Background: an optimization exercise with open tools, aiming at small area. Do not read the settings as production practice. The RTL was checked by simulation tests, not by an equivalence proof against the original design. Power figures rest on the tool's default switching activity, not on a simulated workload.

job 966:
## pcal64_rte
module pcal64_rte (
    input  wire        clk,
    input  wire        rst,             
    input  wire        addr_sel,        
    input  wire        cmd_valid,
    input  wire [63:0] cmd_word,
    output wire        resp_accepted,
    output wire [1:0]  resp_reason,
    output wire        bus_req_valid,
    output wire        bus_req_rw,
    output wire [6:0]  bus_req_addr,
    output wire [7:0]  bus_req_reg,
    output wire [1:0]  bus_req_len,
    output wire [15:0] bus_req_wdata,
    input  wire        bus_done,
    input  wire        bus_ok,
    input  wire [15:0] bus_rdata,
    input  wire        irq_edge,
    output wire        done_valid,
    output wire [7:0]  done_tag,
    output wire        done_status,
    output wire [15:0] done_value,
    output wire        irq_valid,
    output wire [7:0]  irq_tag,
    output wire        irq_status,
    output wire [15:0] irq_changed,
    output wire [15:0] irq_values
);
For scale: roughly 73 flip-flops, roughly 190 I/O pins, roughly 0.0044 mm² of cells after synthesis.
export LEC_CHECK = 0
export CAP_MARGIN = 20
export CORE_MARGIN = 2
export CORE_UTILIZATION = 40
export PLACE_DENSITY = 0.6
export SLEW_MARGIN = 20
create_clock -name core_clock -period 10.0 [get_ports {clk}]
standard.sh (not shown) runs the stock make flow with config.mk's settings and CLKGATE_MAP_FILE= SYNTH_SCRIPT=/design/flow/synth_recipe.tcl, a recipe that flattens the netlist after the stock synthesis.
==> flow/flow/run.sh <==
#!/bin/bash
set -euo pipefail
bash standard.sh "BUFFER_PORTS_ARGS=-buffer_cell sky130_fd_sc_hd__buf_1" \
  "CTS_ARGS=-sink_clustering_enable -repair_clock_nets -dont_use_dummy_load -buf_list sky130_fd_sc_hd__clkbuf_8 -sink_clustering_size 20" \
  finish > standard.log 2>&1
Input-level comparison between job 2408 and job 966:
# job 966
export LEC_CHECK = 0
export CAP_MARGIN = 20
export CORE_MARGIN = 2
export CORE_UTILIZATION = 40
export PLACE_DENSITY = 0.6
export SLEW_MARGIN = 20
create_clock -name core_clock -period 10.0 [get_ports {clk}]
# job 2408
export LEC_CHECK = 0
export CAP_MARGIN = 20
export CORE_MARGIN = 2
export CORE_UTILIZATION = 40
export CTS_BUF_LIST = sky130_fd_sc_hd__clkbuf_8
export PLACE_DENSITY = 0.6
export SLEW_MARGIN = 20
create_clock -name core_clock -period 10.0 [get_ports {clk}]
==> flow/flow/run.sh <==
#!/bin/bash
set -euo pipefail
bash standard.sh "BUFFER_PORTS_ARGS=-buffer_cell sky130_fd_sc_hd__buf_1" finish > standard.log 2>&1
Results
- | worst hold slack | lower: job 966 |
- Changes observed in job 2408 relative to job 966: fraction of the core area covered by cells at the end of the flow increased 0.36 points; wire length on met1 decreased 1.3%; final critical path time including I/O delays and setup essentially unchanged; logic gate share of total power decreased 0.6 points.
#### Input delta (job 3945 over job 2408)
# job 2408
export LEC_CHECK = 0
export CAP_MARGIN = 20
export CORE_MARGIN = 2
export CORE_UTILIZATION = 40
export CTS_BUF_LIST = sky130_fd_sc_hd__clkbuf_8
export PLACE_DENSITY = 0.6
export SLEW_MARGIN = 20
create_clock -name core_clock -period 10.0 [get_ports {clk}]
# job 3945
export LEC_CHECK = 0
export CAP_MARGIN = 20
export CORE_MARGIN = 2
export CORE_UTILIZATION = 40
export PLACE_DENSITY = 0.6
export SLEW_MARGIN = 20
create_clock -name core_clock -period 10.0 [get_ports {clk}]
==> flow/run.sh (new file) <==
#!/bin/bash
# synth_recipe.tcl (not shown) runs the flow's synth.tcl, then flattens the netlist and writes it again
# the make line also repeats each setting of config.mk as NAME=value (left out here)
make -C /OpenROAD-flow-scripts/flow DESIGN_CONFIG=/design/flow/config.mk WORK_HOME=/design/flow/orfs CLKGATE_MAP_FILE= SYNTH_SCRIPT=/design/flow/synth_recipe.tcl finish
removed: flow/flow/run.sh
removed: flow/standard.sh
==> comparison <==
Between job 2408 and job 3945, wire length of the first global-routing pass is lower for job 2408, job 3945 comes in above that.
Relative to job 2408, cell area has increased by 22% in job 3945.
Compared job 3945 vs job 2408, and placed instance area is up in job 3945.
Delta (job 3945 minus job 2408): count of vias placed by the detailed router down 34; arrival time reported for the critical path endpoint grew by 0.75 ns; area added between synthesis and finish increased by 26 points relative to the old numbers; worst hold slack decreased by 0.0055 ns relative to the old numbers; shortest period the worst path allows moved up.
Internal power summed over all cells in job 3945 is about 9% higher than in job 2408
Going from job 2408 to job 3945, final HPWL from detailed placement rose 520 µm; part of the power in the clock network saw a decrease.

========
pcal64_rte, a different RTL version from the one above (not shown whole).
For scale: about 440 cells after synthesis, ~73 flip-flops, ~190 I/O pins, roughly 3700 sq um of cells after synthesis.
==> flow/design.v (excerpt) <==
module pcal64_rte (
    input  wire        clk,
    input  wire        rst,             
    input  wire        addr_sel,        
    input  wire        cmd_valid,
    input  wire [63:0] cmd_word,
    output wire        resp_accepted,
    output wire [1:0]  resp_reason,
    output wire        bus_req_valid,
    output wire        bus_req_rw,
    output wire [6:0]  bus_req_addr,
    output wire [7:0]  bus_req_reg,
    output wire [1:0]  bus_req_len,
    output wire [15:0] bus_req_wdata,
    input  wire        bus_done,
    input  wire        bus_ok,
    input  wire [15:0] bus_rdata,
    input  wire        irq_edge,
    output wire        done_valid,
    output wire [7:0]  done_tag,
    output wire        done_status,
    output wire [15:0] done_value,
    output wire        irq_valid,
    output wire [7:0]  irq_tag,
    output wire        irq_status,
    output wire [15:0] irq_changed,
    output wire [15:0] irq_values
);
clock: 10.0 ns
lec_check: 0
cap_margin: 20
core_margin: 2
core_utilization: 40
place_density: 0.6
slew_margin: 20
==> flow/flow/run.sh <==
#!/bin/bash
# The standard layout (standard.sh) with these changes:
#  - synthesis: synth_recipe.tcl unchanged, but ABC maps with flow/abc_area.script
#  - port buffers made from the smallest buffer cell (buf_1)
#  - clock tree of clkbuf_8 without dummy loads
#  - constant outputs share the tie cells synthesis made (no per-port tie cells)
set -euo pipefail
here=$(pwd)
export FLOW_SYNTH_TCL=$here/synth_recipe.tcl
export OWN_ABC_SCRIPT=$here/flow/abc_area.script
bash standard.sh "SYNTH_SCRIPT=$here/flow/synth.tcl" \
  "BUFFER_PORTS_ARGS=-buffer_cell sky130_fd_sc_hd__buf_1" \
  "CTS_ARGS=-sink_clustering_enable -repair_clock_nets -dont_use_dummy_load -buf_list sky130_fd_sc_hd__clkbuf_8 -sink_clustering_size 30 -sink_clustering_max_diameter 150" \
  "SKIP_REPAIR_TIE_FANOUT=1" \
  finish > standard.log 2>&1
==> flow/flow/abc_area.script <==
strash
&get -n
&st
&deepsyn -T 20
&dch -f
&nf -a
&put
==> flow/flow/synth.tcl <==
# The standard flow's synthesis script (synth_recipe.tcl, sourced unchanged), with the ABC
# mapping step run on an area-oriented ABC script instead of ORFS's speed script.
proc abc {args} {
  set i [lsearch -exact $args -script]
  if {$i >= 0} { lset args [expr {$i + 1}] $::env(OWN_ABC_SCRIPT) }
  yosys abc {*}$args
}
source $::env(FLOW_SYNTH_TCL)
Then changed:
==> flow/flow/run.sh (replaced) <==
#!/bin/bash
# The standard layout (standard.sh) with these changes:
#  - synthesis: synth_recipe.tcl unchanged, but ABC maps with flow/abc_area.script
#  - port buffers made from the smallest buffer cell (buf_1)
#  - clock tree of clkbuf_4 without dummy loads
#  - constant outputs share the tie cells synthesis made (no per-port tie cells)
set -euo pipefail
here=$(pwd)
export FLOW_SYNTH_TCL=$here/synth_recipe.tcl
export OWN_ABC_SCRIPT=$here/flow/abc_area.script
bash standard.sh "SYNTH_SCRIPT=$here/flow/synth.tcl" \
  "BUFFER_PORTS_ARGS=-buffer_cell sky130_fd_sc_hd__buf_1" \
  "CTS_ARGS=-sink_clustering_enable -repair_clock_nets -dont_use_dummy_load -buf_list sky130_fd_sc_hd__clkbuf_4 -sink_clustering_size 30 -sink_clustering_max_diameter 150" \
  "SKIP_REPAIR_TIE_FANOUT=1" \
  finish > standard.log 2>&1
--- a/flow/config.mk
+++ b/flow/config.mk
@@ -8,5 +8,5 @@
 export CAP_MARGIN = 20
 export CORE_MARGIN = 2
-export CORE_UTILIZATION = 40
-export PLACE_DENSITY = 0.6
+export CORE_UTILIZATION = 65
+export PLACE_DENSITY = 0.92
 export SLEW_MARGIN = 20
Final area drops by 2.6%.
Die area fell by 37%.
Critical path depth is unchanged.
Via count climbs by 6.7%.
Sequential share of layout area climbs by 0.88 points.
Routed wire length shrinks by 3.7%.
Worst setup slack gets worse by 17 ps.
Then changed:
==> flow/flow/run.sh (replaced) <==
#!/bin/bash
# The standard layout (standard.sh) with these changes:
#  - synthesis: synth_recipe.tcl unchanged, but ABC maps with flow/abc_area.script
#  - port buffers made from the smallest buffer cell (buf_1)
#  - clock tree of clkbuf_8 without dummy loads
set -euo pipefail
here=$(pwd)
export FLOW_SYNTH_TCL=$here/synth_recipe.tcl
export OWN_ABC_SCRIPT=$here/flow/abc_area.script
bash standard.sh "SYNTH_SCRIPT=$here/flow/synth.tcl" \
  "BUFFER_PORTS_ARGS=-buffer_cell sky130_fd_sc_hd__buf_1" \
  "CTS_ARGS=-sink_clustering_enable -repair_clock_nets -dont_use_dummy_load -buf_list sky130_fd_sc_hd__clkbuf_8 -sink_clustering_size 30 -sink_clustering_max_diameter 150" \
  finish > standard.log 2>&1
--- a/flow/config.mk
+++ b/flow/config.mk
@@ -8,5 +8,5 @@
 export CAP_MARGIN = 20
 export CORE_MARGIN = 2
-export CORE_UTILIZATION = 65
-export PLACE_DENSITY = 0.92
+export CORE_UTILIZATION = 40
+export PLACE_DENSITY = 0.6
 export SLEW_MARGIN = 20
After rerunning:
- wire length came out higher by 4.9%
- setup slack is better by 72 ps
- core utilization came out lower by 30 points
- design area came out higher by about 3.5%
- cell count came out higher by about 8%
- sequential share of layout area came out lower by 1.2 points
- count of clock-buffer cells in the layout is unchanged
- sequential cell count stays the same
- sequential power stays flat
- combinational power came out lower by about 1%
- synthesized cell count does not change

==> separate check: timing with driven ports <==
Ports are ideal in the flow. The routed layouts listed here were re-timed in OpenROAD. Step 1, drivers: a clkbuf_16 drives clk and a buf_2 each remaining input, both assumed. Step 2 times the ports against the registers' clock, not the clock port: input delays grow and output delays shrink by t, the midpoint of the rising clock arrivals with the driver on. a / b / c = no drivers / after step 1 / after step 2; a / b = the first two.
| run | t, ns | setup WS [ns] | hold WS [ns] | worst data-port slew with drivers (ns) | pins driven straight from the clock port |
|---|---|---|---|---|---|
| job 966 | 0.377 | 4.024 / 4.002 / 4.002 | 0.503 / 0.503 / 0.503 | 0.06 | 1 |
| job 2408 | 0.387 | 4.023 / 4.001 / 4.001 | 0.512 / 0.512 / 0.512 | 0.05 | 1 |
| job 3945 | 0.382 | 3.274 / 3.253 / 3.253 | 0.506 / 0.506 / 0.506 | 0.06 | 1 |
| the first run of note 2 | 0.371 | 3.934 / 3.913 / 3.913 | 0.476 / 0.476 / 0.476 | 0.05 | 1 |
| the second run of note 2 | 0.421 | 3.917 / 3.895 / 3.895 | 0.481 / 0.481 / 0.481 | 0.05 | 1 |
| the third run of note 2 | 0.364 | 3.990 / 3.968 / 3.968 | 0.476 / 0.476 / 0.476 | 0.05 | 1 |
After both steps every run listed still meets setup and hold.
